Background: an optimization exercise with open tools, aiming at small area and few clock cycles. Do not read the settings as production practice.
Function was checked by simulation only, so behaviour that the tests miss may differ from the original.

== v2 ==
// fat12_walker
module fat12_walker (
    input  wire        clk,
    input  wire        rst,            
    input  wire        cmd_valid,
    output wire        cmd_ready,
    input  wire [1:0]  cmd_op,         
    input  wire [15:0] cmd_arg,        
    input  wire        med_present,
    input  wire [20:0] med_size,
    output reg         med_re,
    output reg  [20:0] med_addr,
    input  wire [7:0]  med_rdata,      
    output reg         out_valid,
    input  wire        out_ready,
    output reg  [20:0] out_cluster,
    output reg  [20:0] out_offset,
    output reg         done,
    output reg         done_ok,
    output reg  [31:0] done_count,
    output reg  [31:0] done_total
);
Settings: LEC_CHECK=0, CAP_MARGIN=20, CORE_MARGIN=2, CORE_UTILIZATION=40, CTS_CLUSTER_DIAMETER=100, CTS_CLUSTER_SIZE=20, SLEW_MARGIN=20; clock period 20.0 ns.
run.sh (not shown) runs the stock make flow with config.mk's settings and CLKGATE_MAP_FILE= SYNTH_SCRIPT=/design/flow/synth_recipe.tcl, a recipe that flattens the netlist after the stock synthesis.
v2: done, clean on timing, DRC and antenna
Testbench counts of v2, summed over its fixed seeds: cycles 73,816.
Relative to v2, the following input files were edited for v28:
Settings: a deleted CTS_CLUSTER_SIZE that had been 20; a deleted CTS_CLUSTER_DIAMETER that had been 100.
Notes after the runs:
- v2 ran to completion and came out clean on the timing, DRC and antenna checks.
- v28: full flow OK, the timing, DRC and antenna checks passed
- Total of hold buffers inserted after clock tree synthesis across v28 and v2: no real change.
- When v28 is set beside v2, its worst hold slack turns out to be 7.7 ps smaller.
- v2 has a higher fraction of area in non-clock buffers than v28.
- The run showing the smaller fraction of standard cell area in multi-input logic is v28.
- More vias were needed by v28 than by v2.
- Comparing v28 and v2, the higher total inserted antenna cells is on v28.
- v28 has setup slack below what v2 had.
- Relative to v2, v28 degrades global-route wire length before repair.
Edits applied to the flow inputs when going from v28 to v51:
Settings: GPL_TIMING_DRIVEN: unset -> 0; CAP_MARGIN: 20 -> 0; SLEW_MARGIN: 20 -> 0; CTS_BUF_LIST: unset -> sky130_fd_sc_hd__clkbuf_4.
v51 against v28: final hold slack increased by 31 ps relative to the old numbers, core utilization increased by 0.60 points relative to the old numbers, number of cells after detailed placement increased by about 3.5% relative to the old numbers, shortest clock period the worst path allows after layout increased by 400 ps relative to the old numbers, count of placed standard cells in the final layout, fillers left out increased by 218 relative to the old numbers. v28 has lower count of filler cells inserted in the layout than v51. Wire length of the first global-routing pass in v51 is 9.4 mm above v28.
Input changes introduced in v40 (baseline for comparison: v51):
Settings: clearing CTS_BUF_LIST, which used to be sky130_fd_sc_hd__clkbuf_4; swapping 0 for 20 in CAP_MARGIN; swapping 0 for 20 in SLEW_MARGIN; clearing GPL_TIMING_DRIVEN, which used to be 0; putting CTS_CLUSTER_DIAMETER at 100 where nothing was set; putting CTS_CLUSTER_SIZE at 24 where nothing was set.
==> run notes <==
v51 -> v40: synthesized cell count delta 0, exact match
v40 against v51: total via count in the routed design down about 5%; end-of-flow core utilization down 1.4 points; final standard cell area without fillers down about 3%.
Between v40 and v51, it is v40 whose area of placed instances is lower, by 1.1%.
Delta (v40 minus v51): time the worst path needs with I/O delays and setup went down, routed wire length went down.
What v14 does differently from v40 at the input level:
Settings: GPL_TIMING_DRIVEN: unset -> 0; CTS_CLUSTER_SIZE: 24 -> 20.
- The total via count in the routed design of v14 is higher than that of v40.
- Worst hold slack: v14 vs v40 up 33 ps
- Area: v14 vs v40 -> v14 larger
- Comparing v40 against v14, there is no change at all in number of flops mapped to enable cells by yosys.
- Of v14 and v40, v40 shows the higher reg-to-reg setup timing slack, with v14 below it.
- Side by side, final cell count turned out higher in v14 than in v40.
- Area used by multi-input combinational logic: v14 vs v40 — no meaningful difference
- The area added between synthesis and finish reported for v14 is greater than that of v40 by 2.4 points.
- Cmp v14 and v40 / filler cell count / lower: v40
- Side by side, depth of the most critical reg-to-reg path turned out lower in v14 than in v40.
- Against v40, v14 comes in 0.99 points higher on utilization.

* * *

## job 5071
Another version of the RTL of fat12_walker (not shown whole).
Size in the first run: about 270 flip-flops, roughly 180 I/O pins.
Settings: LEC_CHECK=0, CAP_MARGIN=20, CORE_MARGIN=2, CORE_UTILIZATION=55, CTS_CLUSTER_DIAMETER=100, CTS_CLUSTER_SIZE=20, SLEW_MARGIN=20; clock period 20.0 ns.
Job 5071 finished every step from synthesis to the final layout, and the layout passed the timing, DRC and antenna checks.
Testbench counts of job 5071, summed over its fixed seeds: cycles 72,439.
What job 6205 does differently from job 5071 at the input level:
Settings: swapping 55 for 60 in CORE_UTILIZATION.
Changes observed in job 6205 relative to job 5071: final cell count down about 2%, wire length of the first global-routing pass down about 0.7%.
Worst hold slack across all endpoints: job 6205 vs job 5071 up 0.0033 ns
Job 6205 and job 5071 ended up with roughly the same multi-input logic portion of the cell area.
Job 6205 and job 5071 ended up with roughly the same fraction of layout cells with a size suffix above 1.
Taking job 5071 as the reference, in job 6205 area occupied by multi-input gates now sits at about the same level; slack of the critical path now sits lower; floorplan die area now sits lower; via count now sits higher.
Changes in job 4223 relative to job 6205:
Settings: changing CORE_UTILIZATION from 60 to 40.
Findings:
Against job 6205, job 4223 comes in 1.6% higher on placed instance area. Global-route usage on job 4223 is down relative to job 6205. Compare job 4223 and job 6205 | count of plain and timing-repair buffers higher: job 4223.
#### Input delta (job 2546 over job 4223)
Settings: CORE_UTILIZATION: 40 -> 50.
## What came out
Met3 routing resource usage after global routing: job 4223 and job 2546 compared, lower one is job 4223
Re number of cells on the critical path: job 4223 was lower than job 2546.
Relative to job 4223, average wire per standard cell has increased by about 1% in job 2546.
Diff job 4223 -> job 2546: upper clock frequency limit decreased about 1.5%, non-clock buffer area fraction after layout essentially unchanged, number of buffer and inverter instances along the worst setup path increased 1.
Job 4223 and job 2546 ended up with nearly the same number of global-route vias before repair.
Job 2546 against job 4223: final core utilization went up by 10 points; global-route usage climbed 6.7 points.

-- port drivers added, routing unchanged --
No port has a modelled driver above. Below, the same layouts with a new extraction and two added sets of constraints. Step 1 assumes that a clkbuf_16 drives the clock port and a buf_2 every other input. Step 2 moves the port delays by t, midway between the first and last clock arrival at a register: inputs arrive t later, outputs are due t later. That takes back most of the time a late clock gives input paths. a / b / c = ideal ports / drivers / drivers and shift; a / b = the first two.
run	t, ns	slack for setup (ns)	worst setup path after step 2
v2	0.638	0.995 / 0.995 / 0.995	register to register
v28	0.631	0.991 / 0.991 / 0.991	register to register
v51	0.913	0.587 / 0.587 / 0.587	register to register
v40	0.636	1.010 / 1.010 / 1.010	register to register
v14	0.643	0.705 / 0.705 / 0.705	register to register
job 5071	0.598	0.721 / 0.721 / 0.721	register to register
job 6205	0.605	0.586 / 0.586 / 0.586	register to register
job 4223	0.632	0.804 / 0.804 / 0.804	register to register
job 2546	0.619	0.520 / 0.520 / 0.520	register to register
After both steps setup and hold are still met in every run listed.
